From an optimization exercise on the open Yosys and OpenROAD flow, aimed at small area, a short achievable clock period and few clock cycles per item; shortcuts taken in it are not production practice.
At most, simulation tests tie the RTL to the original design; equivalence was not proved.
Power and IR drop assume default switching activity.

## crc_link
module crc_link (
  input  wire        clk,
  input  wire        rst,
  input  wire        cmd_valid,
  output wire        cmd_ready,
  input  wire [3:0]  cmd_code,
  input  wire [15:0] cmd_a,
  input  wire [7:0]  cmd_b,
  output reg         resp_valid,
  output reg         resp_ok,
  output reg  [15:0] resp_data,
  output wire        rx_req,
  input  wire        rx_valid,
  input  wire [7:0]  rx_data,
  input  wire        rx_end,
  output wire        tx_valid,
  output wire [7:0]  tx_data,
  input  wire        tx_ready,
  input  wire        tx_fail
);
==> flow/config.mk <==
export PLATFORM = sky130hd
export DESIGN_NAME = crc_link
export DESIGN_NICKNAME = crc_link
export VERILOG_FILES = /design/flow/design.v
export SDC_FILE = /design/flow/constraint.sdc
export NUM_CORES = 8
export LEC_CHECK = 0
export CAP_MARGIN = 20
export CORE_MARGIN = 2
export CORE_UTILIZATION = 60
export CTS_BUF_LIST = sky130_fd_sc_hd__clkbuf_16
export CTS_CLUSTER_DIAMETER = 100
export CTS_CLUSTER_SIZE = 20
export PLACE_DENSITY = 0.7
export SLEW_MARGIN = 20
export TNS_END_PERCENT = 100
==> flow/constraint.sdc <==
create_clock -name core_clock -period 10.0 [get_ports {clk}]
set_input_delay 2.0000 -clock core_clock [delete_from_list [all_inputs] [get_ports {clk}]]
set_output_delay 2.0000 -clock core_clock [all_outputs]
set_load 0.01 [all_outputs]
standard.sh (not shown) runs the stock make flow with config.mk's settings and CLKGATE_MAP_FILE= SYNTH_SCRIPT=/design/flow/synth_recipe.tcl, a recipe that flattens the netlist after the stock synthesis.
==> flow/flow/run.sh <==
#!/bin/bash
# Standard layout, asking the timing repair for more setup margin.
set -euo pipefail
bash standard.sh SETUP_SLACK_MARGIN=7 finish > make_finish.log 2>&1
Next try:
--- a/flow/design.v
+++ b/flow/design.v
@@ -62,38 +62,25 @@
   reg         vpend;               
   reg         rstart;              
   reg c_rop, c_rack, c_rlen, c_rpay, c_ran, c_top, c_ta1, c_trest, c_ta2, c_wait;
   assign cmd_ready = rdy_q;
   assign rx_req    = rx_req_q;
   assign tx_valid  = tx_valid_q;
   assign tx_data   = tx_q;
   wire [7:0] b0 = bv[7:0];
   wire [7:0] b1 = bv[15:8];
-  wire [255:0] rd1;
-  wire [127:0] rd2;
-  wire [63:0]  rd3;
-  wire [31:0]  rd4;
-  genvar g;
-  generate
-    for (g = 0; g < 16; g = g + 1) begin : R1
-      assign rd1[16*g +: 16] = ra[0] ? bv[32*g + 16 +: 16] : bv[32*g +: 16];
-    end
-    for (g = 0; g < 8; g = g + 1) begin : R2
-      assign rd2[16*g +: 16] = ra[1] ? rd1[32*g + 16 +: 16] : rd1[32*g +: 16];
-    end
-    for (g = 0; g < 4; g = g + 1) begin : R3
-      assign rd3[16*g +: 16] = ra[2] ? rd2[32*g + 16 +: 16] : rd2[32*g +: 16];
-    end
-    for (g = 0; g < 2; g = g + 1) begin : R4
-      assign rd4[16*g +: 16] = ra[3] ? rd3[32*g + 16 +: 16] : rd3[32*g +: 16];
-    end
-  endgenerate
-  wire [15:0] port = ra[4] ? rd4[31:16] : rd4[15:0];
+  reg  [15:0] port;
+  integer j;
+  always @* begin
+    port = 16'h0000;
+    for (j = 0; j < 32; j = j + 1)
+      port = port | (bv[16*j +: 16] & {16{ra == j}});
+  end
   integer k;
   wire [15:0] ca = cmd_a;
   wire i_hi7z = (ca[15:7] == 9'd0);
   wire i_hi6z = i_hi7z & !ca[6];
   wire i_le64 = i_hi6z | (i_hi7z & (ca[5:0] == 6'd0));
   wire i_ge2  = |ca[15:1];
   wire i_ge4  = |ca[15:2];
   wire i_le60 = i_hi6z & ((ca[5:2] != 4'hF) | (ca[1:0] == 2'd0));
   wire i_lt6  = (ca[15:3] == 13'd0) & !(ca[2] & ca[1]);
@@ -181,22 +168,24 @@
     for (k = 0; k < 64; k = k + 1)
       if (w_en && w_wa == k / 2 && w_be[k % 2])
         bv[8*k +: 8] <= (k % 2) ? w_d[15:8] : w_d[7:0];
   end
   wire fresh  = rdy_q & cmd_valid;
   wire busy_e = busy & !(c_wait & stream_free);          
   wire direct = fresh & (busy_e | (mode_d & (cmd_code == C_RDST)));
   wire rcv_now = fresh & !busy_e & mode_d & (cmd_code == C_RECEIVE) & !enc_pend & !xw;
   wire to_q   = fresh & !direct & !rcv_now;
-  wire okn = (ok_end | (c_wait & res_ok)) & stream_free;
+  wire end_e = c_wait & stream_free;
+  wire okn = (ok_end & stream_free) | (end_e & res_ok);
+  wire fn  = fail_f | (end_e & !res_ok);
   wire dn  = done_f | okn;
-  wire df  = done_f | fail_f | okn;
-  wire [15:0] status = {5'd0, fail_f, dn, busy & !okn, match_q, 1'b0, err, df, df, 1'b0, fail_f};
+  wire df  = dn | fn;
+  wire [15:0] status = {5'd0, fn, dn, busy & !okn & !end_e, match_q, 1'b0, err, df, df, 1'b0, fn};
   wire [2:0]  rk = mode_d ? cmd_a[2:0] : a[2:0];
   reg  [15:0] rdst_val;
   always @* begin
     case (rk)
       3'd0:    rdst_val = status;
       3'd1:    rdst_val = crc;
       3'd2:    rdst_val = {9'd0, c_ran ? pos : n_q};    
       3'd3:    rdst_val = {9'd0, pos};
       3'd4:    rdst_val = {6'd0, rem};
@@ -261,19 +250,19 @@
       match_q <= 1'b0; err <= 2'd0; busy <= 1'b0; done_f <= 1'b0; fail_f <= 1'b0;
       res_ok <= 1'b0; enc_pend <= 1'b0; cache_v <= 1'b0;
       s_act <= 1'b0; xw <= 1'b0; s_tx <= 1'b0; s_res <= 1'b0; s_fc <= 1'b0;
       s_fdone <= 1'b0; s_z <= 1'b0; tw_full <= 1'b0; tw_fold <= 1'b0;
       got <= 1'b0; rload <= 1'b0; rfold <= 1'b0; rxw <= 1'b0; vpend <= 1'b0;
       rstart <= 1'b0;
       {c_rop, c_rack, c_rlen, c_rpay, c_ran, c_top, c_ta1, c_trest, c_ta2, c_wait} <= 10'd0;
     end else begin
       cq_v   <= rdy_q ? to_q : held;
-      rdy_q  <= !held & !(to_q & (xw_n | enc_pend_n | in_fc_miss | in_xfer));
+      rdy_q  <= !held & !(fresh & (xw_n | enc_pend_n | in_fc_miss | in_xfer));
       mode_d <= (ex & (v_rcv | v_xmt)) | (mode_d & !to_q);
       resp_valid <= consume | direct | rcv_now;
       resp_ok    <= (fresh & (busy_e | mode_d) & i_rdst_ok) | rcv_now | (consume & (acc | fc_done));
       rstart     <= rcv_now;
       enc_pend   <= enc_pend_n;
       wr_okq     <= !busy_nx & !xw_n & !enc_pend_n;
       xw         <= xw_n;
       c_rop <= n_rop; c_rack <= n_rack; c_rlen <= n_rlen; c_rpay <= n_rpay; c_ran <= n_ran;
       c_top <= n_top; c_ta1 <= n_ta1; c_trest <= n_trest; c_ta2 <= n_ta2;
Outcome: The new run went through all stages and came out clean; core utilization came out higher by 1.8 points; sequential cell count stays the same; worst setup slack gets better by 0.055 ns; total power came out lower by about 1.5%; clock-buffer cell count came out lower by 1; global-route usage came out higher by 7.3 points; synthesized area came out lower by about 1.3%; maximum frequency came out higher by about 1.7%; combinational power came out lower by about 3%; via count came out higher by about 17%; die area came out lower by about 1.3%; synthesized cell count came out higher by about 12%; cell area came out higher by about 1.8%; cell count came out higher by about 10%.
Function was not checked in any run of this note: the RTL went through the layout flow alone.


crc_link, a different RTL version from the one above (not shown whole).
Size: roughly 2300 cells after synthesis, about 690 flip-flops, ~72 I/O pins, ~32000 sq um of cells after synthesis.
==> flow/config.mk <==
export PLATFORM = sky130hd
export DESIGN_NAME = crc_link
export DESIGN_NICKNAME = crc_link
export VERILOG_FILES = /design/flow/design.v
export SDC_FILE = /design/flow/constraint.sdc
export NUM_CORES = 8
export LEC_CHECK = 0
export CAP_MARGIN = 20
export CORE_MARGIN = 2
export CORE_UTILIZATION = 60
export CTS_BUF_LIST = sky130_fd_sc_hd__clkbuf_16
export CTS_CLUSTER_DIAMETER = 100
export CTS_CLUSTER_SIZE = 20
export PLACE_DENSITY = 0.7
export SLEW_MARGIN = 20
export TNS_END_PERCENT = 100
==> flow/constraint.sdc <==
create_clock -name core_clock -period 10.0 [get_ports {clk}]
set_input_delay 2.0000 -clock core_clock [delete_from_list [all_inputs] [get_ports {clk}]]
set_output_delay 2.0000 -clock core_clock [all_outputs]
set_load 0.01 [all_outputs]
Scripts as last shown in full above: flow/flow/run.sh
Testbench counts at the start, summed over its fixed seeds: cycles 19,184, frames 256.
Then changed:
--- a/flow/design.v
+++ b/flow/design.v
@@ -262,21 +262,21 @@
       crc <= 16'd0; n_q <= 7'd0; pos <= 7'd0; rem <= 10'd0;
       match_q <= 1'b0; err <= 2'd0; busy <= 1'b0; done_f <= 1'b0; fail_f <= 1'b0;
       res_ok <= 1'b0; enc_pend <= 1'b0; cache_v <= 1'b0;
       s_act <= 1'b0; xw <= 1'b0; s_tx <= 1'b0; s_res <= 1'b0; s_fc <= 1'b0;
       s_fdone <= 1'b0; s_z <= 1'b0; tw_full <= 1'b0; tw_fold <= 1'b0;
       got <= 1'b0; rload <= 1'b0; rfold <= 1'b0; rxw <= 1'b0; vpend <= 1'b0;
       rstart <= 1'b0;
       {c_rop, c_rack, c_rlen, c_rpay, c_ran, c_top, c_ta1, c_trest, c_ta2, c_wait} <= 10'd0;
     end else begin
       cq_v   <= rdy_q ? to_q : held;
-      rdy_q  <= !held & !(to_q & (xw_n | enc_pend_n | in_fc_miss | in_xfer));
+      rdy_q  <= !held & !(fresh & (xw_n | enc_pend_n | in_fc_miss | in_xfer));
       mode_d <= (ex & (v_rcv | v_xmt)) | (mode_d & !to_q);
       resp_valid <= consume | direct | rcv_now;
       resp_ok    <= (fresh & (busy_e | mode_d) & i_rdst_ok) | rcv_now | (consume & (acc | fc_done));
       rstart     <= rcv_now;
       enc_pend   <= enc_pend_n;
       wr_okq     <= !busy_nx & !xw_n & !enc_pend_n;
       xw         <= xw_n;
       c_rop <= n_rop; c_rack <= n_rack; c_rlen <= n_rlen; c_rpay <= n_rpay; c_ran <= n_ran;
       c_top <= n_top; c_ta1 <= n_ta1; c_trest <= n_trest; c_ta2 <= n_ta2;
       rx_req_q   <= n_rop | n_rlen | n_rpay | n_ta1 | n_ta2;
Outcome: Via count fell by 1.6%; total power falls by 2.4%; setup slack improved by 0.039 ns; sequential share of layout area came out higher by 0.59 points; hold slack improves by 0.037 ns; wire length falls by 4.2%; register-to-register slack barely changes; non-clock buffer count climbs by 10; synthesized area is lower by 1.4%.
Testbench counts after the change, summed over its fixed seeds: cycles 19,184, frames 256.

==> afterwards: timing with drivers on the ports <==
In the flow no input, the clock included, has a driving cell. The finished layouts below were timed again as built, in two steps.
Step 1, drivers: a clkbuf_16 drives clk and a buf_2 each remaining input, both assumed.
Step 2 times the ports against the registers' clock, not the clock port: input delays grow and output delays shrink by t, the midpoint of the rising clock arrivals with the driver on.
Three values: ideal, step 1, step 2; two values: the first two.
run | t, ns | setup WS [ns] | worst setup path after step 2 | latest minus earliest clock arrival (ns)
the first run of note 1 | 0.673 | 6.772 / 6.714 / 6.248 | input to register | 0.043 / 0.043
the second run of note 1 | 0.657 | 6.827 / 6.776 / 6.200 | input to register | 0.038 / 0.038
the first run of note 2 | 0.661 | 6.835 / 6.773 / 6.252 | input to register | 0.027 / 0.028
the second run of note 2 | 0.659 | 6.874 / 6.814 / 6.328 | input to register | 0.043 / 0.044
After both steps every run listed still meets setup and hold. The setup slack of the second run of note 1, which loses most, moves by -0.051 ns with the drivers and by -0.627 ns with both steps.
